Background: an optimization exercise with open tools, aiming at small area, a short achievable clock period and few clock cycles per item. Do not read the settings as production practice. In this exercise RTL edits were held to simulation tests only and were not proved equivalent to the original.

--- flow/flow/run.sh ---
#!/bin/bash
# Layout: the standard synthesis unchanged, then ORFS's standard layout steps
# with a larger setup margin for repair_timing (same SDC, same clock period) and
# plain buffers (buf_2) as the port buffers. Each tool run's full output goes to
# a log file in this folder.
set -uo pipefail
bash standard.sh synth > synth.log 2>&1 || exit 1
bash standard.sh SETUP_SLACK_MARGIN=8 "BUFFER_PORTS_ARGS=-buffer_cell sky130_fd_sc_hd__buf_2" finish > layout.log 2>&1 || exit 1
--- flow/standard.sh ---
#!/bin/bash
# synth_recipe.tcl (not shown) runs the flow's synth.tcl, then flattens the netlist and writes it again
# the make line also repeats each setting of config.mk as NAME=value (left out here)
make -C /OpenROAD-flow-scripts/flow DESIGN_CONFIG=/design/flow/config.mk WORK_HOME=/design/flow/orfs CLKGATE_MAP_FILE= SYNTH_SCRIPT=/design/flow/synth_recipe.tcl "${@:-finish}"
--- flow/constraint.sdc ---
create_clock -name core_clock -period 13.0 [get_ports {clk}]
set_input_delay 2.6000 -clock core_clock [delete_from_list [all_inputs] [get_ports {clk}]]
set_output_delay 2.6000 -clock core_clock [all_outputs]
set_load 0.01 [all_outputs]
--- flow/config.mk ---
export PLATFORM = sky130hd
export DESIGN_NAME = spn_core
export DESIGN_NICKNAME = spn_core
export VERILOG_FILES = /design/flow/design.v
export SDC_FILE = /design/flow/constraint.sdc
export NUM_CORES = 8
export LEC_CHECK = 0
export ABC_AREA = 1
export CAP_MARGIN = 20
export CELL_PAD_IN_SITES_DETAIL_PLACEMENT = 1
export CELL_PAD_IN_SITES_GLOBAL_PLACEMENT = 2
export CORE_MARGIN = 2
export CORE_UTILIZATION = 50
export SLEW_MARGIN = 20
--- flow/design.v ---
module spn_ginv(input [7:0] x, output [7:0] y);
  wire new_n17, new_n18, new_n19, new_n20, new_n21, new_n22, new_n23,
    new_n24, new_n25, new_n26, new_n27, new_n28, new_n29, new_n30, new_n31,
    new_n32, new_n33, new_n34, new_n35, new_n36, new_n37, new_n38, new_n39,
    new_n40, new_n41, new_n42, new_n43, new_n44, new_n45, new_n46, new_n47,
    new_n48, new_n49, new_n50, new_n51, new_n52, new_n53, new_n54, new_n55,
    new_n56, new_n57, new_n58, new_n59, new_n60, new_n61, new_n62, new_n63,
    new_n64, new_n65, new_n66, new_n67, new_n68, new_n69, new_n70, new_n71,
    new_n72, new_n73, new_n74, new_n75, new_n76, new_n77, new_n78, new_n79,
    new_n80, new_n81, new_n82, new_n83, new_n84, new_n85, new_n86, new_n87,
    new_n88, new_n89, new_n90, new_n91, new_n92, new_n93, new_n94, new_n95,
    new_n96, new_n97, new_n98, new_n99, new_n100, new_n101, new_n102,
    new_n103, new_n104, new_n105, new_n106, new_n107, new_n108, new_n109,
    new_n110, new_n111, new_n112, new_n113, new_n114, new_n115, new_n116,
    new_n117, new_n118, new_n119, new_n120, new_n121, new_n122, new_n123,
    new_n124, new_n125, new_n126, new_n127, new_n128, new_n129, new_n130,
    new_n131, new_n132, new_n133, new_n134, new_n135, new_n136, new_n137,
    new_n138, new_n139, new_n140, new_n141, new_n142, new_n143, new_n144,
    new_n145, new_n146, new_n147, new_n148, new_n149, new_n150, new_n152,
    new_n153, new_n154, new_n155, new_n156, new_n157, new_n158, new_n159,
    new_n160, new_n161, new_n162, new_n163, new_n164, new_n165, new_n166,
    new_n167, new_n168, new_n169, new_n170, new_n171, new_n172, new_n173,
    new_n174, new_n175, new_n176, new_n177, new_n178, new_n179, new_n180,
    new_n181, new_n182, new_n183, new_n184, new_n185, new_n186, new_n187,
    new_n188, new_n189, new_n190, new_n191, new_n192, new_n193, new_n194,
    new_n195, new_n196, new_n197, new_n198, new_n199, new_n200, new_n201,
    new_n202, new_n203, new_n204, new_n205, new_n206, new_n207, new_n208,
    new_n209, new_n210, new_n211, new_n212, new_n213, new_n214, new_n215,
    new_n216, new_n217, new_n218, new_n219, new_n220, new_n221, new_n222,
    new_n223, new_n224, new_n225, new_n226, new_n227, new_n228, new_n229,
    new_n230, new_n231, new_n232, new_n233, new_n234, new_n235, new_n236,
    new_n237, new_n238, new_n239, new_n240, new_n241, new_n242, new_n243,
    new_n244, new_n245, new_n246, new_n247, new_n248, new_n250, new_n251,
    new_n252, new_n253, new_n254, new_n255, new_n256, new_n257, new_n258,
    new_n259, new_n260, new_n261, new_n262, new_n263, new_n264, new_n265,
    new_n266, new_n267, new_n268, new_n269, new_n270, new_n271, new_n272,
    new_n273, new_n274, new_n275, new_n276, new_n277, new_n278, new_n279,
    new_n280, new_n281, new_n282, new_n283, new_n284, new_n285, new_n286,
    new_n287, new_n288, new_n289, new_n290, new_n291, new_n292, new_n293,
    new_n294, new_n295, new_n296, new_n297, new_n298, new_n299, new_n300,
    new_n301, new_n302, new_n303, new_n304, new_n305, new_n306, new_n307,
    new_n308, new_n309, new_n310, new_n311, new_n312, new_n313, new_n314,
    new_n315, new_n316, new_n317, new_n318, new_n319, new_n320, new_n321,
    new_n322, new_n323, new_n324, new_n325, new_n326, new_n327, new_n328,
    new_n330, new_n331, new_n332, new_n333, new_n334, new_n335, new_n336,
    new_n337, new_n338, new_n339, new_n340, new_n341, new_n342, new_n343,
    new_n344, new_n345, new_n346, new_n347, new_n348, new_n349, new_n350,
    new_n351, new_n352, new_n353, new_n354, new_n355, new_n356, new_n357,
    new_n358, new_n359, new_n360, new_n361, new_n362, new_n363, new_n364,
    new_n365, new_n366, new_n367, new_n368, new_n369, new_n370, new_n371,
    new_n372, new_n373, new_n374, new_n375, new_n376, new_n377, new_n378,
    new_n379, new_n380, new_n381, new_n382, new_n383, new_n384, new_n385,
    new_n386, new_n387, new_n388, new_n389, new_n390, new_n391, new_n392,
    new_n393, new_n394, new_n395, new_n396, new_n397, new_n398, new_n399,
    new_n400, new_n401, new_n402, new_n403, new_n404, new_n405, new_n406,
    new_n407, new_n408, new_n409, new_n410, new_n412, new_n413, new_n414,
    new_n415, new_n416, new_n417, new_n418, new_n419, new_n420, new_n421,
    new_n422, new_n423, new_n424, new_n425, new_n426, new_n427, new_n428,
    new_n429, new_n430, new_n431, new_n432, new_n433, new_n434, new_n435,
    new_n436, new_n437, new_n438, new_n439, new_n440, new_n441, new_n442,
    new_n443, new_n444, new_n445, new_n446, new_n447, new_n448, new_n449,
    new_n450, new_n451, new_n452, new_n453, new_n454, new_n455, new_n456,
    new_n457, new_n458, new_n459, new_n460, new_n461, new_n462, new_n463,
    new_n464, new_n465, new_n466, new_n467, new_n468, new_n469, new_n470,
    new_n471, new_n472, new_n473, new_n474, new_n475, new_n477, new_n478,
    new_n479, new_n480, new_n481, new_n482, new_n483, new_n484, new_n485,
    new_n486, new_n487, new_n488, new_n489, new_n490, new_n491, new_n492,
    new_n493, new_n494, new_n495, new_n496, new_n497, new_n498, new_n499,
    new_n500, new_n501, new_n502, new_n503, new_n504, new_n505, new_n506,
    new_n507, new_n508, new_n509, new_n510, new_n511, new_n512, new_n513,
    new_n514, new_n515, new_n516, new_n517, new_n518, new_n519, new_n520,
    new_n521, new_n522, new_n523, new_n524, new_n525, new_n526, new_n527,
    new_n528, new_n529, new_n530, new_n531, new_n532, new_n533, new_n534,
    new_n535, new_n536, new_n538, new_n539, new_n540, new_n541, new_n542,
    new_n543, new_n544, new_n545, new_n546, new_n547, new_n548, new_n549,
    new_n550, new_n551, new_n552, new_n553, new_n554, new_n555, new_n556,
    new_n557, new_n558, new_n559, new_n560, new_n561, new_n562, new_n563,
    new_n564, new_n565, new_n566, new_n567, new_n568, new_n569, new_n570,
    new_n571, new_n572, new_n573, new_n574, new_n575, new_n576, new_n577,
    new_n578, new_n579, new_n580, new_n581, new_n582, new_n583, new_n584,
    new_n585, new_n586, new_n587, new_n588, new_n589, new_n590, new_n591,
    new_n592, new_n593, new_n594, new_n596, new_n597, new_n598, new_n599,
    new_n600, new_n601, new_n602, new_n603, new_n604, new_n605, new_n606,
    new_n607, new_n608, new_n609, new_n610, new_n611, new_n612, new_n613,
    new_n614, new_n615, new_n616, new_n617, new_n618, new_n619, new_n620,
    new_n621, new_n622, new_n623, new_n624, new_n625, new_n626, new_n627,
    new_n628, new_n629, new_n630, new_n631, new_n632, new_n633, new_n634,
    new_n635, new_n636, new_n637, new_n638, new_n639, new_n640, new_n641,
    new_n642, new_n643, new_n644, new_n645, new_n646, new_n647, new_n648,
    new_n649, new_n650, new_n651, new_n652;
  assign new_n17 = ~x[0] & x[2];
  assign new_n18 = x[3] & new_n17;
  assign new_n19 = x[0] & ~x[1];
  assign new_n20 = x[2] & ~new_n19;
  assign new_n21 = ~x[3] & ~new_n20;
  assign new_n22 = ~new_n18 & ~new_n21;
  assign new_n23 = x[5] & new_n22;
  assign new_n24 = ~x[1] & x[2];
  assign new_n25 = x[0] & ~x[2];
  assign new_n26 = ~x[3] & ~new_n25;
  assign new_n27 = ~new_n24 & new_n26;
  assign new_n28 = x[3] & new_n20;
  assign new_n29 = ~x[5] & ~new_n28;
  assign new_n30 = ~new_n27 & new_n29;
  assign new_n31 = x[6] & ~new_n30;
  assign new_n32 = ~new_n23 & new_n31;
  assign new_n33 = ~x[0] & ~x[2];
  assign new_n34 = x[1] & new_n33;
  assign new_n35 = ~x[1] & new_n25;
  assign new_n36 = ~new_n34 & ~new_n35;
  assign new_n37 = ~x[0] & new_n24;
  assign new_n38 = new_n36 & ~new_n37;
  assign new_n39 = x[3] & ~new_n38;
  assign new_n40 = ~x[1] & ~x[2];
  assign new_n41 = ~x[3] & ~new_n40;
  assign new_n42 = ~x[0] & x[1];
  assign new_n43 = new_n41 & ~new_n42;
  assign new_n44 = ~x[5] & ~new_n43;
  assign new_n45 = ~new_n39 & new_n44;
  assign new_n46 = ~x[3] & ~new_n33;
  assign new_n47 = ~x[1] & new_n46;
  assign new_n48 = x[3] & ~new_n33;
  assign new_n49 = x[5] & ~new_n48;
  assign new_n50 = ~new_n47 & new_n49;
  assign new_n51 = ~x[6] & ~new_n50;
  assign new_n52 = ~new_n45 & new_n51;
  assign new_n53 = x[4] & ~new_n52;
  assign new_n54 = ~new_n32 & new_n53;
  assign new_n55 = ~x[0] & new_n40;
  assign new_n56 = x[5] & ~new_n55;
  assign new_n57 = ~x[0] & ~x[1];
  assign new_n58 = x[0] & x[1];
  assign new_n59 = ~new_n57 & ~new_n58;
  assign new_n60 = x[2] & new_n59;
  assign new_n61 = new_n41 & ~new_n60;
  assign new_n62 = ~x[3] & ~new_n61;
  assign new_n63 = new_n56 & ~new_n62;
  assign new_n64 = ~x[0] & x[3];
  assign new_n65 = new_n24 & new_n64;
  assign new_n66 = ~x[5] & ~new_n35;
  assign new_n67 = ~new_n65 & new_n66;
  assign new_n68 = ~new_n63 & ~new_n67;
  assign new_n69 = x[6] & ~new_n68;
  assign new_n70 = ~new_n20 & new_n36;
  assign new_n71 = ~x[3] & ~new_n70;
  assign new_n72 = ~x[2] & new_n58;
  assign new_n73 = x[3] & ~new_n57;
  assign new_n74 = ~new_n72 & new_n73;
  assign new_n75 = ~x[5] & ~new_n74;
  assign new_n76 = ~new_n71 & new_n75;
  assign new_n77 = x[3] & ~new_n59;
  assign new_n78 = ~x[2] & new_n77;
  assign new_n79 = x[5] & ~new_n43;
  assign new_n80 = ~new_n78 & new_n79;
  assign new_n81 = ~x[6] & ~new_n80;
  assign new_n82 = ~new_n76 & new_n81;
  assign new_n83 = ~x[4] & ~new_n82;
  assign new_n84 = ~new_n69 & new_n83;
  assign new_n85 = ~new_n54 & ~new_n84;
  assign new_n86 = ~x[7] & ~new_n85;
  assign new_n87 = x[3] & ~new_n25;
  assign new_n88 = x[3] & new_n33;
  assign new_n89 = ~new_n41 & ~new_n59;
  assign new_n90 = ~new_n88 & new_n89;
  assign new_n91 = new_n87 & ~new_n90;
  assign new_n92 = ~new_n27 & ~new_n91;
  assign new_n93 = x[4] & ~new_n92;
  assign new_n94 = x[0] & x[2];
  assign new_n95 = ~new_n33 & ~new_n94;
  assign new_n96 = ~x[1] & x[3];
  assign new_n97 = new_n95 & new_n96;
  assign new_n98 = ~new_n88 & ~new_n97;
  assign new_n99 = ~x[3] & ~new_n19;
  assign new_n100 = ~new_n17 & new_n99;
  assign new_n101 = ~x[4] & ~new_n100;
  assign new_n102 = new_n98 & new_n101;
  assign new_n103 = x[6] & ~new_n102;
  assign new_n104 = ~new_n93 & new_n103;
  assign new_n105 = x[1] & ~x[2];
  assign new_n106 = ~x[3] & new_n105;
  assign new_n107 = x[4] & ~new_n106;
  assign new_n108 = x[4] & ~new_n58;
  assign new_n109 = ~new_n107 & ~new_n108;
  assign new_n110 = ~x[0] & ~new_n40;
  assign new_n111 = x[3] & new_n110;
  assign new_n112 = ~new_n109 & ~new_n111;
  assign new_n113 = ~new_n20 & new_n26;
  assign new_n114 = ~x[4] & ~new_n64;
  assign new_n115 = x[1] & x[3];
  assign new_n116 = ~x[2] & new_n115;
  assign new_n117 = new_n114 & ~new_n116;
  assign new_n118 = ~new_n113 & new_n117;
  assign new_n119 = ~x[6] & ~new_n118;
  assign new_n120 = ~new_n112 & new_n119;
  assign new_n121 = ~new_n104 & ~new_n120;
  assign new_n122 = ~x[5] & ~new_n121;
  assign new_n123 = ~x[3] & ~new_n24;
  assign new_n124 = ~new_n34 & new_n123;
  assign new_n125 = ~x[4] & ~new_n124;
  assign new_n126 = ~new_n18 & ~new_n115;
  assign new_n127 = x[1] & x[2];
  assign new_n128 = ~x[0] & new_n127;
  assign new_n129 = ~new_n126 & ~new_n128;
  assign new_n130 = new_n125 & ~new_n129;
  assign new_n131 = x[4] & ~new_n64;
  assign new_n132 = x[1] & ~new_n17;
  assign new_n133 = new_n123 & ~new_n132;
  assign new_n134 = new_n131 & ~new_n133;
  assign new_n135 = x[6] & ~new_n134;
  assign new_n136 = ~new_n130 & new_n135;
  assign new_n137 = new_n94 & new_n96;
  assign new_n138 = ~x[4] & ~new_n137;
  assign new_n139 = ~x[3] & ~new_n94;
  assign new_n140 = new_n36 & new_n139;
  assign new_n141 = new_n138 & ~new_n140;
  assign new_n142 = new_n41 & ~new_n128;
  assign new_n143 = x[4] & ~new_n77;
  assign new_n144 = ~new_n142 & new_n143;
  assign new_n145 = ~x[6] & ~new_n144;
  assign new_n146 = ~new_n141 & new_n145;
  assign new_n147 = ~new_n136 & ~new_n146;
  assign new_n148 = x[5] & ~new_n147;
  assign new_n149 = x[7] & ~new_n148;
  assign new_n150 = ~new_n122 & new_n149;
  assign y[0] = ~new_n86 & ~new_n150;
  assign new_n152 = x[3] & ~new_n24;
  assign new_n153 = ~new_n57 & new_n152;
  assign new_n154 = ~x[4] & ~new_n153;
  assign new_n155 = ~new_n42 & new_n139;
  assign new_n156 = ~new_n40 & new_n155;
  assign new_n157 = new_n41 & new_n59;
  assign new_n158 = ~new_n156 & ~new_n157;
  assign new_n159 = new_n154 & new_n158;
  assign new_n160 = x[4] & ~new_n137;
  assign new_n161 = ~new_n62 & new_n160;
  assign new_n162 = ~new_n159 & ~new_n161;
  assign new_n163 = x[5] & ~new_n162;
  assign new_n164 = x[0] & x[3];
  assign new_n165 = ~new_n40 & ~new_n127;
  assign new_n166 = new_n164 & ~new_n165;
  assign new_n167 = ~x[3] & ~new_n37;
  assign new_n168 = x[4] & ~x[5];
  assign new_n169 = ~new_n167 & new_n168;
  assign new_n170 = ~new_n166 & new_n169;
  assign new_n171 = ~new_n95 & new_n115;
  assign new_n172 = ~new_n97 & ~new_n171;
  assign new_n173 = ~x[4] & ~x[5];
  assign new_n174 = new_n99 & ~new_n128;
  assign new_n175 = new_n173 & ~new_n174;
  assign new_n176 = new_n172 & new_n175;
  assign new_n177 = x[7] & ~new_n176;
  assign new_n178 = ~new_n170 & new_n177;
  assign new_n179 = ~new_n163 & new_n178;
  assign new_n180 = x[1] & new_n46;
  assign new_n181 = x[4] & ~new_n180;
  assign new_n182 = x[1] & new_n95;
  assign new_n183 = new_n153 & ~new_n182;
  assign new_n184 = new_n181 & ~new_n183;
  assign new_n185 = ~x[4] & ~new_n105;
  assign new_n186 = ~new_n88 & new_n185;
  assign new_n187 = ~x[3] & new_n25;
  assign new_n188 = new_n186 & ~new_n187;
  assign new_n189 = ~x[5] & ~new_n188;
  assign new_n190 = ~new_n184 & new_n189;
  assign new_n191 = ~new_n19 & ~new_n127;
  assign new_n192 = new_n48 & new_n191;
  assign new_n193 = ~x[4] & ~new_n192;
  assign new_n194 = ~new_n164 & new_n193;
  assign new_n195 = ~new_n167 & new_n194;
  assign new_n196 = ~new_n17 & new_n36;
  assign new_n197 = x[3] & new_n196;
  assign new_n198 = new_n59 & new_n123;
  assign new_n199 = x[4] & ~new_n198;
  assign new_n200 = ~new_n197 & new_n199;
  assign new_n201 = x[5] & ~new_n200;
  assign new_n202 = ~new_n195 & new_n201;
  assign new_n203 = ~new_n190 & ~new_n202;
  assign new_n204 = ~x[7] & ~new_n203;
  assign new_n205 = ~new_n179 & ~new_n204;
  assign new_n206 = x[6] & ~new_n205;
  assign new_n207 = ~new_n24 & ~new_n182;
  assign new_n208 = ~x[3] & ~new_n207;
  assign new_n209 = ~x[4] & ~new_n208;
  assign new_n210 = ~new_n166 & new_n209;
  assign new_n211 = x[0] & new_n165;
  assign new_n212 = new_n48 & ~new_n211;
  assign new_n213 = ~new_n17 & new_n41;
  assign new_n214 = x[4] & ~new_n213;
  assign new_n215 = ~new_n212 & new_n214;
  assign new_n216 = ~x[5] & ~new_n215;
  assign new_n217 = ~new_n210 & new_n216;
  assign new_n218 = x[3] & ~new_n35;
  assign new_n219 = ~new_n127 & new_n218;
  assign new_n220 = ~x[4] & ~new_n43;
  assign new_n221 = ~new_n180 & new_n220;
  assign new_n222 = ~new_n219 & new_n221;
  assign new_n223 = ~x[2] & ~new_n59;
  assign new_n224 = new_n152 & ~new_n223;
  assign new_n225 = ~x[3] & ~new_n42;
  assign new_n226 = ~new_n20 & new_n225;
  assign new_n227 = x[4] & ~new_n226;
  assign new_n228 = ~new_n224 & new_n227;
  assign new_n229 = ~new_n222 & ~new_n228;
  assign new_n230 = x[5] & ~new_n229;
  assign new_n231 = ~x[7] & ~new_n230;
  assign new_n232 = ~new_n217 & new_n231;
  assign new_n233 = new_n107 & ~new_n224;
  assign new_n234 = x[2] & x[3];
  assign new_n235 = ~x[4] & ~new_n234;
  assign new_n236 = ~new_n191 & new_n235;
  assign new_n237 = x[5] & ~new_n236;
  assign new_n238 = ~new_n233 & new_n237;
  assign new_n239 = ~new_n17 & ~new_n164;
  assign new_n240 = new_n108 & ~new_n239;
  assign new_n241 = ~x[5] & ~new_n72;
  assign new_n242 = ~x[4] & new_n115;
  assign new_n243 = new_n241 & ~new_n242;
  assign new_n244 = ~new_n240 & new_n243;
  assign new_n245 = x[7] & ~new_n244;
  assign new_n246 = ~new_n238 & new_n245;
  assign new_n247 = ~x[6] & ~new_n246;
  assign new_n248 = ~new_n232 & new_n247;
  assign y[1] = new_n206 | new_n248;
  assign new_n250 = ~x[0] & new_n165;
  assign new_n251 = new_n139 & ~new_n250;
  assign new_n252 = ~new_n97 & ~new_n192;
  assign new_n253 = ~new_n251 & new_n252;
  assign new_n254 = x[4] & ~new_n253;
  assign new_n255 = x[0] & ~new_n165;
  assign new_n256 = x[3] & ~new_n255;
  assign new_n257 = ~new_n47 & ~new_n256;
  assign new_n258 = new_n114 & ~new_n257;
  assign new_n259 = ~new_n254 & ~new_n258;
  assign new_n260 = x[5] & ~new_n259;
  assign new_n261 = new_n87 & ~new_n110;
  assign new_n262 = new_n168 & ~new_n261;
  assign new_n263 = new_n158 & new_n262;
  assign new_n264 = ~new_n105 & ~new_n153;
  assign new_n265 = ~new_n116 & new_n173;
  assign new_n266 = ~new_n264 & new_n265;
  assign new_n267 = ~x[6] & ~new_n266;
  assign new_n268 = ~new_n263 & new_n267;
  assign new_n269 = ~new_n260 & new_n268;
  assign new_n270 = ~x[2] & x[3];
  assign new_n271 = ~new_n42 & new_n270;
  assign new_n272 = ~new_n58 & new_n167;
  assign new_n273 = ~x[4] & ~new_n272;
  assign new_n274 = ~new_n271 & new_n273;
  assign new_n275 = ~x[0] & ~new_n105;
  assign new_n276 = ~x[3] & ~new_n275;
  assign new_n277 = x[4] & ~new_n276;
  assign new_n278 = ~new_n78 & new_n277;
  assign new_n279 = x[5] & ~new_n278;
  assign new_n280 = ~new_n274 & new_n279;
  assign new_n281 = new_n131 & new_n241;
  assign new_n282 = ~new_n96 & ~new_n139;
  assign new_n283 = new_n173 & ~new_n282;
  assign new_n284 = x[6] & ~new_n283;
  assign new_n285 = ~new_n281 & new_n284;
  assign new_n286 = ~new_n280 & new_n285;
  assign new_n287 = ~new_n269 & ~new_n286;
  assign new_n288 = ~x[7] & ~new_n287;
  assign new_n289 = x[4] & ~new_n96;
  assign new_n290 = ~new_n270 & new_n289;
  assign new_n291 = x[4] & ~new_n59;
  assign new_n292 = ~new_n290 & ~new_n291;
  assign new_n293 = ~new_n24 & new_n140;
  assign new_n294 = ~new_n292 & ~new_n293;
  assign new_n295 = ~x[4] & new_n172;
  assign new_n296 = ~new_n71 & new_n295;
  assign new_n297 = ~new_n294 & ~new_n296;
  assign new_n298 = ~x[5] & ~new_n297;
  assign new_n299 = ~x[3] & new_n196;
  assign new_n300 = new_n154 & ~new_n299;
  assign new_n301 = new_n46 & ~new_n211;
  assign new_n302 = x[4] & ~new_n301;
  assign new_n303 = x[5] & ~new_n302;
  assign new_n304 = ~new_n300 & new_n303;
  assign new_n305 = ~new_n298 & ~new_n304;
  assign new_n306 = ~x[6] & ~new_n305;
  assign new_n307 = x[0] & new_n41;
  assign new_n308 = ~new_n59 & new_n87;
  assign new_n309 = new_n98 & ~new_n308;
  assign new_n310 = ~new_n307 & new_n309;
  assign new_n311 = x[4] & ~new_n310;
  assign new_n312 = ~x[3] & new_n223;
  assign new_n313 = ~x[4] & ~new_n312;
  assign new_n314 = ~new_n197 & new_n313;
  assign new_n315 = ~new_n311 & ~new_n314;
  assign new_n316 = x[5] & ~new_n315;
  assign new_n317 = x[3] & new_n191;
  assign new_n318 = ~x[3] & ~new_n38;
  assign new_n319 = ~new_n317 & ~new_n318;
  assign new_n320 = new_n168 & ~new_n319;
  assign new_n321 = new_n64 & ~new_n127;
  assign new_n322 = new_n173 & ~new_n321;
  assign new_n323 = ~new_n155 & new_n322;
  assign new_n324 = x[6] & ~new_n323;
  assign new_n325 = ~new_n320 & new_n324;
  assign new_n326 = ~new_n316 & new_n325;
  assign new_n327 = ~new_n306 & ~new_n326;
  assign new_n328 = x[7] & ~new_n327;
  assign y[2] = ~new_n288 & ~new_n328;
  assign new_n330 = ~x[3] & new_n59;
  assign new_n331 = x[3] & ~new_n250;
  assign new_n332 = ~new_n330 & ~new_n331;
  assign new_n333 = ~new_n94 & ~new_n332;
  assign new_n334 = ~x[5] & ~new_n333;
  assign new_n335 = ~x[3] & ~new_n182;
  assign new_n336 = x[5] & new_n252;
  assign new_n337 = ~new_n335 & new_n336;
  assign new_n338 = ~x[6] & ~new_n337;
  assign new_n339 = ~new_n334 & new_n338;
  assign new_n340 = new_n46 & ~new_n57;
  assign new_n341 = ~new_n255 & new_n340;
  assign new_n342 = new_n152 & ~new_n275;
  assign new_n343 = ~new_n341 & ~new_n342;
  assign new_n344 = ~x[5] & ~new_n343;
  assign new_n345 = x[3] & ~new_n94;
  assign new_n346 = ~new_n105 & new_n345;
  assign new_n347 = x[5] & ~new_n340;
  assign new_n348 = ~new_n346 & new_n347;
  assign new_n349 = x[6] & ~new_n348;
  assign new_n350 = ~new_n344 & new_n349;
  assign new_n351 = ~x[4] & ~new_n350;
  assign new_n352 = ~new_n339 & new_n351;
  assign new_n353 = new_n26 & ~new_n60;
  assign new_n354 = x[3] & new_n94;
  assign new_n355 = new_n172 & ~new_n354;
  assign new_n356 = ~new_n353 & new_n355;
  assign new_n357 = new_n56 & new_n356;
  assign new_n358 = new_n95 & ~new_n96;
  assign new_n359 = ~new_n88 & ~new_n358;
  assign new_n360 = ~x[5] & ~new_n359;
  assign new_n361 = x[6] & ~new_n360;
  assign new_n362 = ~new_n357 & new_n361;
  assign new_n363 = x[1] & new_n26;
  assign new_n364 = x[3] & new_n35;
  assign new_n365 = ~x[5] & ~new_n364;
  assign new_n366 = ~new_n363 & new_n365;
  assign new_n367 = new_n46 & ~new_n182;
  assign new_n368 = ~new_n24 & new_n87;
  assign new_n369 = x[5] & ~new_n368;
  assign new_n370 = ~new_n367 & new_n369;
  assign new_n371 = ~new_n366 & ~new_n370;
  assign new_n372 = ~x[6] & ~new_n371;
  assign new_n373 = x[4] & ~new_n372;
  assign new_n374 = ~new_n362 & new_n373;
  assign new_n375 = ~new_n352 & ~new_n374;
  assign new_n376 = x[7] & ~new_n375;
  assign new_n377 = x[3] & new_n58;
  assign new_n378 = ~x[4] & ~new_n377;
  assign new_n379 = ~new_n318 & new_n378;
  assign new_n380 = new_n99 & ~new_n165;
  assign new_n381 = new_n160 & ~new_n380;
  assign new_n382 = x[5] & ~new_n381;
  assign new_n383 = ~new_n379 & new_n382;
  assign new_n384 = ~new_n211 & new_n225;
  assign new_n385 = x[1] & new_n87;
  assign new_n386 = ~new_n384 & ~new_n385;
  assign new_n387 = new_n173 & ~new_n386;
  assign new_n388 = new_n126 & new_n168;
  assign new_n389 = ~new_n157 & new_n388;
  assign new_n390 = x[6] & ~new_n389;
  assign new_n391 = ~new_n387 & new_n390;
  assign new_n392 = ~new_n383 & new_n391;
  assign new_n393 = ~new_n77 & new_n235;
  assign new_n394 = ~new_n156 & new_n393;
  assign new_n395 = x[4] & new_n98;
  assign new_n396 = ~new_n71 & new_n395;
  assign new_n397 = ~new_n394 & ~new_n396;
  assign new_n398 = x[5] & ~new_n397;
  assign new_n399 = new_n168 & ~new_n345;
  assign new_n400 = ~new_n142 & new_n399;
  assign new_n401 = new_n110 & ~new_n234;
  assign new_n402 = ~x[2] & new_n96;
  assign new_n403 = ~x[4] & ~new_n402;
  assign new_n404 = ~new_n401 & new_n403;
  assign new_n405 = ~x[5] & ~new_n404;
  assign new_n406 = ~new_n400 & new_n405;
  assign new_n407 = ~x[6] & ~new_n406;
  assign new_n408 = ~new_n398 & new_n407;
  assign new_n409 = ~new_n392 & ~new_n408;
  assign new_n410 = ~x[7] & ~new_n409;
  assign y[3] = ~new_n376 & ~new_n410;
  assign new_n412 = new_n143 & ~new_n255;
  assign new_n413 = ~new_n192 & new_n273;
  assign new_n414 = ~new_n412 & ~new_n413;
  assign new_n415 = ~x[5] & ~new_n414;
  assign new_n416 = ~new_n128 & new_n218;
  assign new_n417 = ~new_n251 & ~new_n416;
  assign new_n418 = ~x[4] & ~new_n417;
  assign new_n419 = ~new_n19 & new_n48;
  assign new_n420 = ~new_n109 & ~new_n419;
  assign new_n421 = x[5] & ~new_n420;
  assign new_n422 = ~new_n418 & new_n421;
  assign new_n423 = ~new_n415 & ~new_n422;
  assign new_n424 = ~x[7] & ~new_n423;
  assign new_n425 = ~new_n55 & new_n139;
  assign new_n426 = ~new_n180 & ~new_n425;
  assign new_n427 = ~new_n183 & new_n426;
  assign new_n428 = x[4] & ~new_n427;
  assign new_n429 = ~new_n114 & ~new_n185;
  assign new_n430 = ~new_n24 & ~new_n429;
  assign new_n431 = ~x[5] & ~new_n430;
  assign new_n432 = ~new_n428 & new_n431;
  assign new_n433 = ~new_n105 & new_n164;
  assign new_n434 = ~new_n33 & ~new_n433;
  assign new_n435 = new_n107 & new_n434;
  assign new_n436 = ~new_n46 & ~new_n271;
  assign new_n437 = ~x[4] & ~new_n436;
  assign new_n438 = x[5] & ~new_n437;
  assign new_n439 = ~new_n435 & new_n438;
  assign new_n440 = x[7] & ~new_n439;
  assign new_n441 = ~new_n432 & new_n440;
  assign new_n442 = ~new_n424 & ~new_n441;
  assign new_n443 = x[6] & ~new_n442;
  assign new_n444 = ~new_n115 & ~new_n239;
  assign new_n445 = new_n185 & ~new_n444;
  assign new_n446 = ~new_n22 & new_n445;
  assign new_n447 = ~new_n429 & ~new_n446;
  assign new_n448 = ~new_n25 & new_n41;
  assign new_n449 = x[3] & ~new_n40;
  assign new_n450 = ~new_n128 & new_n449;
  assign new_n451 = x[4] & ~new_n450;
  assign new_n452 = ~new_n448 & new_n451;
  assign new_n453 = x[5] & ~new_n452;
  assign new_n454 = ~new_n447 & new_n453;
  assign new_n455 = new_n173 & ~new_n354;
  assign new_n456 = ~new_n312 & new_n455;
  assign new_n457 = new_n168 & ~new_n356;
  assign new_n458 = ~new_n456 & ~new_n457;
  assign new_n459 = ~new_n454 & new_n458;
  assign new_n460 = x[7] & ~new_n459;
  assign new_n461 = new_n168 & ~new_n384;
  assign new_n462 = new_n309 & new_n461;
  assign new_n463 = new_n191 & new_n403;
  assign new_n464 = x[4] & ~new_n116;
  assign new_n465 = ~new_n124 & new_n464;
  assign new_n466 = x[5] & ~new_n465;
  assign new_n467 = ~new_n463 & new_n466;
  assign new_n468 = ~new_n40 & new_n340;
  assign new_n469 = ~new_n65 & new_n173;
  assign new_n470 = ~new_n468 & new_n469;
  assign new_n471 = ~x[7] & ~new_n470;
  assign new_n472 = ~new_n467 & new_n471;
  assign new_n473 = ~new_n462 & new_n472;
  assign new_n474 = ~x[6] & ~new_n473;
  assign new_n475 = ~new_n460 & new_n474;
  assign y[4] = ~new_n443 & ~new_n475;
  assign new_n477 = x[3] & ~new_n70;
  assign new_n478 = ~new_n272 & ~new_n477;
  assign new_n479 = new_n168 & ~new_n478;
  assign new_n480 = new_n26 & ~new_n132;
  assign new_n481 = new_n290 & ~new_n480;
  assign new_n482 = ~new_n312 & new_n481;
  assign new_n483 = ~x[4] & ~new_n18;
  assign new_n484 = ~new_n251 & new_n483;
  assign new_n485 = x[5] & ~new_n484;
  assign new_n486 = ~new_n482 & new_n485;
  assign new_n487 = ~new_n24 & new_n164;
  assign new_n488 = new_n173 & ~new_n487;
  assign new_n489 = ~new_n335 & new_n488;
  assign new_n490 = ~x[6] & ~new_n489;
  assign new_n491 = ~new_n486 & new_n490;
  assign new_n492 = ~new_n479 & new_n491;
  assign new_n493 = ~new_n105 & new_n167;
  assign new_n494 = new_n289 & ~new_n493;
  assign new_n495 = ~x[4] & ~new_n28;
  assign new_n496 = ~x[1] & new_n64;
  assign new_n497 = ~new_n157 & ~new_n496;
  assign new_n498 = new_n495 & new_n497;
  assign new_n499 = x[5] & ~new_n498;
  assign new_n500 = ~new_n494 & new_n499;
  assign new_n501 = new_n168 & ~new_n308;
  assign new_n502 = ~new_n425 & new_n501;
  assign new_n503 = ~new_n90 & new_n173;
  assign new_n504 = x[6] & ~new_n503;
  assign new_n505 = ~new_n502 & new_n504;
  assign new_n506 = ~new_n500 & new_n505;
  assign new_n507 = ~new_n492 & ~new_n506;
  assign new_n508 = ~x[7] & ~new_n507;
  assign new_n509 = ~new_n25 & ~new_n250;
  assign new_n510 = new_n289 & ~new_n509;
  assign new_n511 = ~new_n99 & ~new_n132;
  assign new_n512 = new_n404 & ~new_n511;
  assign new_n513 = ~new_n510 & ~new_n512;
  assign new_n514 = x[5] & ~new_n513;
  assign new_n515 = new_n165 & new_n345;
  assign new_n516 = new_n26 & ~new_n42;
  assign new_n517 = new_n173 & ~new_n516;
  assign new_n518 = ~new_n515 & new_n517;
  assign new_n519 = ~new_n47 & new_n399;
  assign new_n520 = ~new_n518 & ~new_n519;
  assign new_n521 = ~new_n514 & new_n520;
  assign new_n522 = x[6] & ~new_n521;
  assign new_n523 = ~new_n73 & ~new_n480;
  assign new_n524 = x[4] & ~new_n523;
  assign new_n525 = ~new_n330 & new_n495;
  assign new_n526 = ~x[5] & ~new_n525;
  assign new_n527 = ~new_n524 & new_n526;
  assign new_n528 = ~new_n261 & new_n273;
  assign new_n529 = x[4] & ~new_n340;
  assign new_n530 = ~new_n219 & new_n529;
  assign new_n531 = x[5] & ~new_n530;
  assign new_n532 = ~new_n528 & new_n531;
  assign new_n533 = ~new_n527 & ~new_n532;
  assign new_n534 = ~x[6] & ~new_n533;
  assign new_n535 = x[7] & ~new_n534;
  assign new_n536 = ~new_n522 & new_n535;
  assign y[5] = ~new_n508 & ~new_n536;
  assign new_n538 = ~new_n60 & ~new_n436;
  assign new_n539 = ~x[4] & ~new_n538;
  assign new_n540 = ~x[3] & new_n55;
  assign new_n541 = ~new_n292 & ~new_n540;
  assign new_n542 = x[6] & ~new_n541;
  assign new_n543 = ~new_n539 & new_n542;
  assign new_n544 = ~new_n358 & ~new_n496;
  assign new_n545 = new_n181 & new_n544;
  assign new_n546 = ~new_n261 & ~new_n276;
  assign new_n547 = new_n220 & new_n546;
  assign new_n548 = ~x[6] & ~new_n547;
  assign new_n549 = ~new_n545 & new_n548;
  assign new_n550 = ~x[7] & ~new_n549;
  assign new_n551 = ~new_n543 & new_n550;
  assign new_n552 = ~new_n171 & new_n529;
  assign new_n553 = ~new_n48 & new_n125;
  assign new_n554 = ~x[6] & ~new_n553;
  assign new_n555 = ~new_n552 & new_n554;
  assign new_n556 = ~x[1] & new_n26;
  assign new_n557 = new_n131 & ~new_n556;
  assign new_n558 = x[6] & ~new_n445;
  assign new_n559 = ~new_n557 & new_n558;
  assign new_n560 = x[7] & ~new_n559;
  assign new_n561 = ~new_n555 & new_n560;
  assign new_n562 = x[5] & ~new_n561;
  assign new_n563 = ~new_n551 & new_n562;
  assign new_n564 = x[3] & ~new_n207;
  assign new_n565 = ~new_n155 & ~new_n564;
  assign new_n566 = x[4] & ~new_n565;
  assign new_n567 = ~new_n25 & ~new_n127;
  assign new_n568 = ~new_n18 & new_n567;
  assign new_n569 = new_n378 & ~new_n568;
  assign new_n570 = ~new_n566 & ~new_n569;
  assign new_n571 = x[6] & ~new_n570;
  assign new_n572 = new_n181 & ~new_n540;
  assign new_n573 = ~new_n256 & new_n572;
  assign new_n574 = new_n221 & ~new_n331;
  assign new_n575 = ~x[6] & ~new_n574;
  assign new_n576 = ~new_n573 & new_n575;
  assign new_n577 = ~x[7] & ~new_n576;
  assign new_n578 = ~new_n571 & new_n577;
  assign new_n579 = ~new_n152 & ~new_n157;
  assign new_n580 = x[4] & ~new_n579;
  assign new_n581 = ~new_n72 & new_n276;
  assign new_n582 = new_n193 & ~new_n581;
  assign new_n583 = ~x[6] & ~new_n582;
  assign new_n584 = ~new_n580 & new_n583;
  assign new_n585 = ~new_n17 & ~new_n87;
  assign new_n586 = new_n430 & new_n585;
  assign new_n587 = ~x[2] & new_n330;
  assign new_n588 = x[6] & ~new_n346;
  assign new_n589 = ~new_n587 & new_n588;
  assign new_n590 = ~new_n586 & new_n589;
  assign new_n591 = x[7] & ~new_n590;
  assign new_n592 = ~new_n584 & new_n591;
  assign new_n593 = ~x[5] & ~new_n592;
  assign new_n594 = ~new_n578 & new_n593;
  assign y[6] = new_n563 | new_n594;
  assign new_n596 = new_n123 & ~new_n223;
  assign new_n597 = ~new_n88 & new_n378;
  assign new_n598 = ~new_n596 & new_n597;
  assign new_n599 = ~new_n26 & ~new_n377;
  assign new_n600 = new_n464 & new_n599;
  assign new_n601 = ~x[6] & ~new_n600;
  assign new_n602 = ~new_n598 & new_n601;
  assign new_n603 = x[4] & ~new_n139;
  assign new_n604 = ~new_n60 & new_n603;
  assign new_n605 = ~new_n385 & new_n604;
  assign new_n606 = ~x[4] & ~new_n511;
  assign new_n607 = x[6] & ~new_n606;
  assign new_n608 = ~new_n605 & new_n607;
  assign new_n609 = ~new_n602 & ~new_n608;
  assign new_n610 = x[7] & ~new_n609;
  assign new_n611 = x[4] & new_n126;
  assign new_n612 = ~new_n87 & ~new_n250;
  assign new_n613 = new_n611 & ~new_n612;
  assign new_n614 = ~new_n180 & ~new_n368;
  assign new_n615 = ~x[4] & ~new_n614;
  assign new_n616 = ~new_n613 & ~new_n615;
  assign new_n617 = ~x[6] & ~new_n616;
  assign new_n618 = ~new_n87 & new_n107;
  assign new_n619 = ~new_n330 & new_n618;
  assign new_n620 = new_n186 & ~new_n211;
  assign new_n621 = x[6] & ~new_n620;
  assign new_n622 = ~new_n619 & new_n621;
  assign new_n623 = ~x[7] & ~new_n622;
  assign new_n624 = ~new_n617 & new_n623;
  assign new_n625 = ~new_n610 & ~new_n624;
  assign new_n626 = x[5] & ~new_n625;
  assign new_n627 = x[3] & new_n509;
  assign new_n628 = new_n209 & ~new_n627;
  assign new_n629 = new_n289 & ~new_n345;
  assign new_n630 = ~new_n448 & new_n629;
  assign new_n631 = ~new_n628 & ~new_n630;
  assign new_n632 = x[6] & ~new_n631;
  assign new_n633 = ~new_n449 & ~new_n480;
  assign new_n634 = x[4] & ~new_n633;
  assign new_n635 = new_n138 & ~new_n581;
  assign new_n636 = ~x[6] & ~new_n635;
  assign new_n637 = ~new_n634 & new_n636;
  assign new_n638 = x[7] & ~new_n637;
  assign new_n639 = ~new_n632 & new_n638;
  assign new_n640 = new_n131 & ~new_n573;
  assign new_n641 = ~new_n100 & ~new_n556;
  assign new_n642 = new_n194 & new_n641;
  assign new_n643 = x[6] & ~new_n642;
  assign new_n644 = ~new_n640 & new_n643;
  assign new_n645 = ~new_n318 & new_n611;
  assign new_n646 = ~new_n61 & new_n393;
  assign new_n647 = ~new_n645 & ~new_n646;
  assign new_n648 = ~x[6] & ~new_n647;
  assign new_n649 = ~x[7] & ~new_n648;
  assign new_n650 = ~new_n644 & new_n649;
  assign new_n651 = ~x[5] & ~new_n650;
  assign new_n652 = ~new_n639 & new_n651;
  assign y[7] = ~new_n626 & ~new_n652;
endmodule
module spn_core (
  input  wire         clk,
  input  wire         rst,
  input  wire         start,
  input  wire [1:0]   op,
  input  wire [1:0]   klen,
  input  wire [255:0] key,
  input  wire [127:0] din,
  output reg          busy,
  output reg          done,
  output reg          err,
  output wire [127:0] dout
);
  localparam OP_KS  = 2'd0;
  localparam OP_ENC = 2'd1;
  localparam OP_DEC = 2'd2;
  localparam M_IDLE = 3'd0;
  localparam M_KS2  = 3'd2;    
  localparam M_KS3  = 3'd3;    
  localparam M_KS4  = 3'd4;    
  localparam M_WALK = 3'd5;    
  localparam M_ENC  = 3'd6;
  localparam M_DEC  = 3'd7;
  localparam [127:0] C63 = {16{8'h63}};
  reg  [2:0]   mode;
  reg          key_valid;
  reg          wend;         
  reg  [1:0]   nkc;          
  reg  [3:0]   pq;           
  reg          last;         
  reg          save;         
  reg  [127:0] yr;           
  reg  [3:0]   oenc;
  reg  [255:0] win;
  reg  [255:0] rsv;
  wire [3:0] nr1 = 4'd11 + {1'b0, nkc, 1'b0};    
  wire accept = start && !busy;
  function [7:0] xt;
    input [7:0] a;
    begin
      xt = {a[6:0], 1'b0} ^ (a[7] ? 8'h1b : 8'h00);
    end
  endfunction
  function [31:0] mix_col;
    input [31:0] col;
    reg   [7:0]  a0, a1, a2, a3;
    begin
      a0 = col[31:24]; a1 = col[23:16]; a2 = col[15:8]; a3 = col[7:0];
      mix_col = {xt(a0 ^ a1) ^ (a1 ^ (a2 ^ a3)),
                 xt(a1 ^ a2) ^ (a2 ^ (a3 ^ a0)),
                 xt(a2 ^ a3) ^ (a3 ^ (a0 ^ a1)),
                 xt(a3 ^ a0) ^ (a0 ^ (a1 ^ a2))};
    end
  endfunction
  function [31:0] inv_mix_col;
    input [31:0] col;
    reg   [7:0]  a0, a1, a2, a3, u, v;
    begin
      a0 = col[31:24]; a1 = col[23:16]; a2 = col[15:8]; a3 = col[7:0];
      u = xt(xt(a0 ^ a2));
      v = xt(xt(a1 ^ a3));
      inv_mix_col = mix_col({a0 ^ u, a1 ^ v, a2 ^ u, a3 ^ v});
    end
  endfunction
  function [127:0] shift_rows;
    input [127:0] s;
    integer r, c;
    begin
      for (r = 0; r < 4; r = r + 1)
        for (c = 0; c < 4; c = c + 1)
          shift_rows[127 - 8*(r + 4*c) -: 8] = s[127 - 8*(r + 4*((c + r) % 4)) -: 8];
    end
  endfunction
  function [127:0] shift_rows2;
    input [127:0] s;
    integer r, c;
    begin
      for (r = 0; r < 4; r = r + 1)
        for (c = 0; c < 4; c = c + 1)
          shift_rows2[127 - 8*(r + 4*c) -: 8] = s[127 - 8*(r + 4*((c + 2*r) % 4)) -: 8];
    end
  endfunction
  function [7:0] rcon_of;
    input [3:0] i;
    begin
      case (i)
        4'd1:  rcon_of = 8'h01;
        4'd2:  rcon_of = 8'h02;
        4'd3:  rcon_of = 8'h04;
        4'd4:  rcon_of = 8'h08;
        4'd5:  rcon_of = 8'h10;
        4'd6:  rcon_of = 8'h20;
        4'd7:  rcon_of = 8'h40;
        4'd8:  rcon_of = 8'h80;
        4'd9:  rcon_of = 8'h1b;
        4'd10: rcon_of = 8'h36;
        default: rcon_of = 8'h00;
      endcase
    end
  endfunction
  wire [31:0] w0 = win[255:224], w1 = win[223:192], w2 = win[191:160], w3 = win[159:128];
  wire [31:0] w4 = win[127:96],  w5 = win[95:64],   w6 = win[63:32],    w7 = win[31:0];
  function [15:0] step_pattern;
    input [1:0] k;
    input [3:0] q;
    input       fwd;
    reg         s0, s2, rt;
    reg  [3:0]  ri;
    reg  [4:0]  sel;
    reg  [1:0]  m3;
    begin
      case (q)
        4'd0, 4'd3, 4'd6, 4'd9, 4'd12, 4'd15: m3 = 2'd0;
        4'd1, 4'd4, 4'd7, 4'd10, 4'd13:       m3 = 2'd1;
        default:                              m3 = 2'd2;
      endcase
      s0 = 1'b0; s2 = 1'b0; rt = 1'b0; ri = 4'd0;
      case (k)
        2'd0: begin
          s0 = 1'b1; rt = 1'b1;
          ri = fwd ? q : q - 4'd2;
        end
        2'd1: begin
          if (m3 == 2'd0) begin
            s0 = 1'b1; rt = 1'b1;
            case (q)
              4'd3:  ri = fwd ? 4'd2  : 4'd1;
              4'd6:  ri = fwd ? 4'd4  : 4'd3;
              4'd9:  ri = fwd ? 4'd6  : 4'd5;
              4'd12: ri = fwd ? 4'd8  : 4'd7;
              default: ri = fwd ? 4'd10 : 4'd9;
            endcase
          end else if (m3 == 2'd1) begin
            s2 = 1'b1; rt = 1'b1;
            case (q)
              4'd1:  ri = fwd ? 4'd1 : 4'd0;
              4'd4:  ri = fwd ? 4'd3 : 4'd2;
              4'd7:  ri = fwd ? 4'd5 : 4'd4;
              4'd10: ri = fwd ? 4'd7 : 4'd6;
              default: ri = fwd ? 4'd9 : 4'd8;
            endcase
          end
        end
        default: begin
          s0 = 1'b1;
          rt = fwd ? !q[0] : q[0];
          ri = {1'b0, q[3:1]};
        end
      endcase
      if (fwd)
        sel = s2 ? 5'b00010 : 5'b00001;
      else if (k == 2'd0)
        sel = 5'b00100;
      else if (k == 2'd1 && s0)
        sel = 5'b10000;
      else
        sel = 5'b01000;
      step_pattern = {s0, s2, rt, rt ? rcon_of(ri) : 8'h00, sel};
    end
  endfunction
  reg        kfwd;                  
  reg        sub0, sub2, rot;
  reg  [7:0] krc;
  reg  [4:0] ksel;
  wire [31:0] ksin = ({32{ksel[0]}} & w7) | ({32{ksel[1]}} & (w7 ^ w2 ^ w3)) |
                     ({32{ksel[2]}} & (w2 ^ w3)) | ({32{ksel[3]}} & w3) |
                     ({32{ksel[4]}} & w1);
  wire [31:0] ksub_i;
  genvar g;
  generate
    for (g = 0; g < 4; g = g + 1) begin : g_ksbox
      spn_ginv u_inv (.x(ksin[31 - 8*g -: 8]), .y(ksub_i[31 - 8*g -: 8]));
    end
  endgenerate
  wire [31:0] ksub = ksub_i ^ 32'h63636363;
  wire [31:0] kt   = rot ? ({ksub[23:0], ksub[31:24]} ^ {krc, 24'h000000}) : ksub;
  reg [31:0] b0, b1, b2, b3, c0, c1, c2, c3;
  always @(*) begin
    case (nkc)
      2'd0:    begin {b0, b1, b2, b3} = {w4, w5, w6, w7}; {c0, c1, c2, c3} = {w0, w1, w2, w3}; end
      2'd1:    begin {b0, b1, b2, b3} = {w2, w3, w4, w5}; {c0, c1, c2, c3} = {w2, w3, w4, w5}; end
      default: begin {b0, b1, b2, b3} = {w0, w1, w2, w3}; {c0, c1, c2, c3} = {w4, w5, w6, w7}; end
    endcase
  end
  wire [31:0] fx = sub0 ? 32'd0 : w7;       
  wire [31:0] p0 = b0 ^ fx;
  wire [31:0] p1 = p0 ^ b1;
  wire [31:0] p2 = sub2 ? b2 : (p1 ^ b2);
  wire [31:0] p3 = p2 ^ b3;
  wire [31:0] q0 = c0 ^ (sub0 ? 32'd0 : w1);
  wire [31:0] q1 = c1 ^ c0;
  wire [31:0] q2 = c2 ^ (sub2 ? 32'd0 : c1);
  wire [31:0] q3 = c3 ^ c2;
  wire [127:0] kpq   = kfwd ? {p0, p1, p2, p3} : {q0, q1, q2, q3};
  wire [3:0]   kmask = kfwd ? {sub0, sub0, sub0 | sub2, sub0 | sub2} : {sub0, 1'b0, sub2, 1'b0};
  wire [127:0] nw    = kpq ^ ({{32{kmask[3]}}, {32{kmask[2]}}, {32{kmask[1]}}, {32{kmask[0]}}} &
                             {kt, kt, kt, kt});
  wire [255:0] win_fwd = {win[127:0], nw};
  wire [255:0] win_bwd = {nw, win[255:128]};
  wire [127:0] rk_e = win[127:0];
  wire [127:0] rk_d = win[255:128];
  wire [127:0] e_mc  = {mix_col(yr[127:96]), mix_col(yr[95:64]),
                        mix_col(yr[63:32]),  mix_col(yr[31:0])};
  wire [127:0] e_next = e_mc ^ rk_e ^ C63;
  wire [127:0] d_a   = yr ^ rk_d ^ C63;
  wire [127:0] d_imc = {inv_mix_col(d_a[127:96]), inv_mix_col(d_a[95:64]),
                        inv_mix_col(d_a[63:32]),  inv_mix_col(d_a[31:0])};
  wire [127:0] d_next = shift_rows2(d_imc);
  wire [127:0] k_out;
  generate
    for (g = 0; g < 4; g = g + 1) begin : g_kout
      assign k_out[127 - 32*g -: 32] = oenc[g] ? (rk_e[127 - 32*g -: 32] ^ 32'h63636363)
                                                : rk_d[127 - 32*g -: 32];
    end
  endgenerate
  assign dout = yr ^ k_out;
  wire [127:0] k_enc  = wend ? rsv[255:128] : win[255:128];
  wire [127:0] k_dec  = wend ? win[127:0] : rsv[127:0];
  wire [127:0] a_enc  = din ^ k_enc;
  wire [127:0] a_dec  = shift_rows2(din ^ k_dec ^ C63);
  wire [127:0] a_next = op[1] ? a_dec : a_enc;
  wire [127:0] x_next = (mode == M_IDLE) ? a_next : (mode == M_ENC) ? e_next : d_next;
  wire [127:0] y_next;
  generate
    for (g = 0; g < 16; g = g + 1) begin : g_dinv
      spn_ginv u_inv (.x(x_next[127 - 8*g -: 8]), .y(y_next[127 - 8*g -: 8]));
    end
  endgenerate
  wire [127:0] z_next = shift_rows(y_next);
  wire go_enc = accept && (op == OP_ENC) && key_valid;
  wire go_dec = accept && (op == OP_DEC) && key_valid;
  wire go_ks  = accept && (op == OP_KS) && (klen != 2'd3);
  wire go_err = accept && !go_enc && !go_dec && !go_ks;
  reg [2:0] mode_n;
  reg [3:0] pq_n;
  reg [1:0] nkc_n;
  reg       fin;           
  always @(*) begin
    mode_n = mode;
    pq_n   = pq;
    nkc_n  = nkc;
    fin    = 1'b0;
    case (mode)
      M_IDLE: begin
        if (go_ks) begin
          mode_n = M_KS2;
          nkc_n  = klen;
          pq_n   = 4'd2;
        end else if (go_enc) begin
          mode_n = M_ENC;
          pq_n   = 4'd2;
        end else if (go_dec) begin
          mode_n = M_DEC;
          pq_n   = nr1;
        end
      end
      M_KS2: begin
        mode_n = M_KS3;
        pq_n   = 4'd1;
      end
      M_KS3: begin
        mode_n = M_KS4;
        pq_n   = 4'd2;
      end
      M_KS4, M_WALK: begin
        mode_n = M_WALK;
        pq_n   = pq + 4'd1;
        if (pq == nr1 - 4'd1) begin    
          mode_n = M_IDLE;
          fin    = 1'b1;
        end
      end
      M_ENC: begin
        pq_n = pq + 4'd1;
        if (last) begin
          mode_n = M_IDLE;
          fin    = 1'b1;
        end
      end
      default: begin    
        pq_n = pq - 4'd1;
        if (last) begin
          mode_n = M_IDLE;
          fin    = 1'b1;
        end
      end
    endcase
  end
  wire [3:0]  nr1_n  = 4'd11 + {1'b0, nkc_n, 1'b0};
  wire        kfwd_n = (mode_n != M_DEC) && (mode_n != M_KS2);
  wire [15:0] pat_n  = step_pattern(nkc_n, pq_n, kfwd_n);
  wire        last_n = (mode_n == M_ENC) ? (pq_n == nr1_n - 4'd1) : (pq_n == 4'd3);
  always @(posedge clk) begin
    yr <= z_next;
    if (mode == M_IDLE)
      oenc <= {op[0] | !op[1], op[0] & !op[1], op[0], !op[1]};
  end
  always @(posedge clk) begin
    if (mode == M_IDLE) begin
      if (go_ks)
        win <= key;
      else if ((go_enc && wend) || (go_dec && !wend))
        win <= rsv;
    end else begin
      case (mode)
        M_KS2:  win <= win_bwd;
        M_DEC:  win <= win_bwd;
        default: win <= win_fwd;
      endcase
    end
  end
  always @(posedge clk) begin
    if (save)
      rsv <= win;
  end
  always @(posedge clk) begin
    pq   <= pq_n;
    nkc  <= nkc_n;
    last <= last_n;
    save <= (go_enc && !wend) || (go_dec && wend) || (mode == M_KS3);
    kfwd <= kfwd_n;
    {sub0, sub2, rot, krc, ksel} <= pat_n;
  end
  always @(posedge clk) begin
    if (rst) begin
      mode      <= M_IDLE;
      busy      <= 1'b0;
      done      <= 1'b0;
      err       <= 1'b0;
      key_valid <= 1'b0;
    end else begin
      mode <= mode_n;
      busy <= (mode_n != M_IDLE);
      done <= fin || go_err;
      err  <= go_err;
      if (go_ks)
        key_valid <= 1'b0;
      else if (fin && mode != M_ENC && mode != M_DEC)
        key_valid <= 1'b1;
      if (fin)
        wend <= (mode != M_DEC);
    end
  end
endmodule
==> metrics.yaml, run 1 <==
syn_nets: 23060
netlist-cell-type-count: 73
start_util: 0.5036
outcome: "did not finish"
tool.error: "[ERROR GPL-0301] Utilization 108.545 % exceeds 100%."
yosysSeqAreaShare: 0.1526
netlist_instances: 22410
synth_top_cells_by_count: "nand2_1 (8375), nand3_1 (3199), inv_1 (1873)"
synth.area.mux_share: 0.001305
syn_area_per_cell_um2: 5.475
syn_area_mm2: 0.1227
synth_top_family_by_area: "simple AND/OR/NAND/NOR gates"
synth_area_leaders: "nand2_1 (26%), nand3_1 (13%), edfxtp_1 (13%)"
synthFlopType: "edfxtp_1"
synth-xor-area-share: 0.08775
synth-adder-area-share: 0.02647
async_reset_ff_frac: 0
synth_seq_cells: 677
synth_top_area_frac: 0.2562
fp.dieH_um: 499.4
yosys.area_share.simple: 0.4643
synth_edf_count: 517
synth_compound_area_frac: 0.1601
synth_most_common_cell: "nand2_1"
yosysTopAreaCell: "nand2_1"
haltStage: "3_1_place_gp_skip_io"
yosysWarnings: 1
die_x_um: 499.4
row_count: 181
## kinds of logic after synthesis
group | count (synthesis)
buffers and inverters | 3169
AO/OA/AOI/OAI | 3465
AND/OR/NAND/NOR | 13610
adder cells (fa/ha/maj) | 259
flip-flops | 677
multiplexers | 16
XOR/XNOR | 1212
Testbench counts, summed over its fixed seeds: cycles 6,694, blocks 512.
==> run 2: changes to the inputs <==
--- a/flow/config.mk
+++ b/flow/config.mk
@@ -10,5 +10,5 @@
 export CELL_PAD_IN_SITES_DETAIL_PLACEMENT = 1
 export CELL_PAD_IN_SITES_GLOBAL_PLACEMENT = 2
 export CORE_MARGIN = 2
-export CORE_UTILIZATION = 50
+export CORE_UTILIZATION = 30
 export SLEW_MARGIN = 20
==> run 2 against run 1 <==
Now clean on timing, DRC and antenna. Synthesized cell count unchanged. Synthesized area unchanged.
==> metrics.yaml, run 2 <==
outcome: "finished clean"
dieArea_mm2: 0.4142
rsz0062_at_grt: "true"
dp.cells: 27590
ant_nets: 0
drt-wirelength-per-cell_um: 36.50
min_period_ns: 5.255
grt_max_degree: 137
ios: 522
yosysTopAreaCell: "nand2_1"
synth_top_area_frac: 0.2562  # unchanged
crit_type: "flop to output pin"
insertion_delay_ns: 0.95
whs_ns: 0.4572
cts_made_buffers: 105
clk_root_buffer_cell: "clkbuf_16"
relSlewSlack: 0.1677
fin_setup_tns_ns: 0
synth_edf_count: 517  # unchanged
yosysWarnings: 1  # unchanged
vias: 176800
netlist-cell-type-count: 73  # unchanged
vias_per_cell: 6.194
synth_most_common_cell: "nand2_1"
antenna_found_initial: 125
syn_nets: 23060  # unchanged
coreArea_mm2: 0.4067
path_clk_slew_ns: 0.07
syn_area_per_cell_um2: 5.475  # unchanged
grtUsageMet2: 0.6839
finalHoldViolCount: 0
gp_routability_congestion: 1.085
slew_violations: 0
synth_top_cells_by_count: "nand2_1 (8375), nand3_1 (3199), inv_1 (1873)"
final_cell_mix: "nand2_1 (8036), nand3_1 (3017), inv_1 (1680)"
layout.cells.non_filler: 28540
die_x_um: 643.5  # +29%
finClkSkew_ns: 0.09573
hold_path_class: "flop to flop"
layout_commonest_cell: "nand2_1"
tightest_slew_ns: 1.235
firstDrtPassIters: 7
drt_iter0_drc: 25200
maxCapViolations: 0
seq_area_mm2: 0.01889
cp_data_arrival_time_ns: 2.65
yosysSeqAreaShare: 0.1526  # unchanged
grt_overflow: 0
place_area_mm2: 0.1300
synth_area_leaders: "nand2_1 (26%), nand3_1 (13%), edfxtp_1 (13%)"
clkSinkCount: 677
syn2layout_area_growth_pct: 22.90
setup_viol: 0
grt_pass1_wl_um: 1395000
port_buffers: 521
dp_hpwl_um: 790300
clk_path_buf_depth: 4
grt_pass1_vias: 166400
crit_path_end_kind: "output pin"
htreeDepth: 3
cp-start-kind: "flop"
syn_area_mm2: 0.1227  # unchanged
synth_seq_cells: 677  # unchanged
multiInputGateArea_mm2: 0.09962
largest_registers: "rsv (256), win (256), yr (128)"
routed_wl_um: 1042000
crit_fanout: 8
start_util: 0.3017  # -0.2018
drc: 0
use_met1: 0.5820
row_count: 234  # +29%
synthFlopType: "edfxtp_1"
async_reset_ff_frac: 0  # unchanged
fmax_ghz: 0.1903
grt_use_total: 0.4753
nNetsFinal: 23590
tritoncts: "built"
cp.required_ns: 10.40
fp.dieH_um: 643.5  # +29%
drive_above_1_share: 0.1581
grt-busiest-layer: "met2"
final_area_mm2: 0.1508
fill_cells: 54180
netlist_instances: 22410  # unchanged
use_met3: 0.1347
fin_crit_sh: 0.4042
-- run 2: logic make-up after synthesis --
| family | count (synthesis) | share of synthesized area |
|---|---|---|
| flip-flops | 677 | 0.1526 |
| buffers and inverters | 3169 | 0.1075 |
| adder cells (fa/ha/maj) | 259 | 0.02647 |
| multiplexers | 16 | 0.001305 |
| XOR/XNOR | 1212 | 0.08775 |
| AO/OA/AOI/OAI | 3465 | 0.1601 |
| AND/OR/NAND/NOR | 13610 | 0.4643 |
-- run 2: through the flow --
step	util	setup slack, ns
after floorplan	-	5.529
after global placement	0.3196	4.892
after detailed placement	0.3197	4.892
after CTS	0.3517	7.810
after global routing	0.3705	7.828
final	0.3708	7.745
-- run 2: what timing repair did --
| item | in CTS | in global routing |
|---|---|---|
| resized for setup | 1428 | 1220 |
| endpoints found under the hold margin | 0 | 0 |
| buffers inserted | 343 | 269 |
| pin swaps | 146 | 182 |
| cloned | 40 | 23 |
| setup endpoints to repair | 526 | 477 |
| hold buffers | 0 | 0 |
-- run 2: final timing paths --
kind,to,from,slack [ns],cells after the start
setup / recovery,dout[4],oenc[3],7.75,6
hold / removal,rsv[50],win[50],0.46,0
hold reg to reg,rsv[50],win[50],0.46,0
setup reg to reg,win[161],nkc[0],7.82,17
-- run 2: layout make-up --
cell class,instances,share of cell area
diodes,84,0.001394
repair buffers,1567,0.08992
clock inverters,46,0.003443
inverters,2005,0.05432
clock buffers,146,0.01939
repair inverters,9,0.0006637
multi-input cells,18580,0.6606
well taps,5428,0.04503
flip-flops and latches,677,0.1253
-- run 2: worst max-delay path: stages (launching register included) --
cell      delay, ns
edfxtp_1       0.41
buf_6          0.17
buf_12         0.15
buf_16         0.17
o21ai_4        0.31
xor2_4         0.36
buf_6          0.17
-- run 2: per-layer routing --
layer | share of wire | routed length [um]
met1 | 0.37 | 390200
met2 | 0.40 | 416900
met3 | 0.12 | 124000
met4 | 0.11 | 110400
met5 | 0.00038 | 392

[static timing again, ports no longer ideal]
No port has a modelled driver above. Below, the same layout with a new extraction and two added sets of constraints.
Step 1 assumes that a clkbuf_16 drives the clock port and a buf_2 every other input.
Step 2 also shifts input and output timing later by t, the mid clock arrival at the registers, as if the neighbouring blocks saw the same clock.
a / b / c = ideal ports / drivers / drivers and shift; a / b = the first two.
run: run 2
t, ns: 1.021
setup WS [ns]: 7.745 / 7.559 / 6.538
worst setup path at the end: input to register
slew at the worst register clock pin (ns): 0.08 / 0.08
After both steps setup and hold are still met in run 2. For run 2, drivers alone change the setup slack by -0.186 ns; drivers and shift together by -1.207 ns.
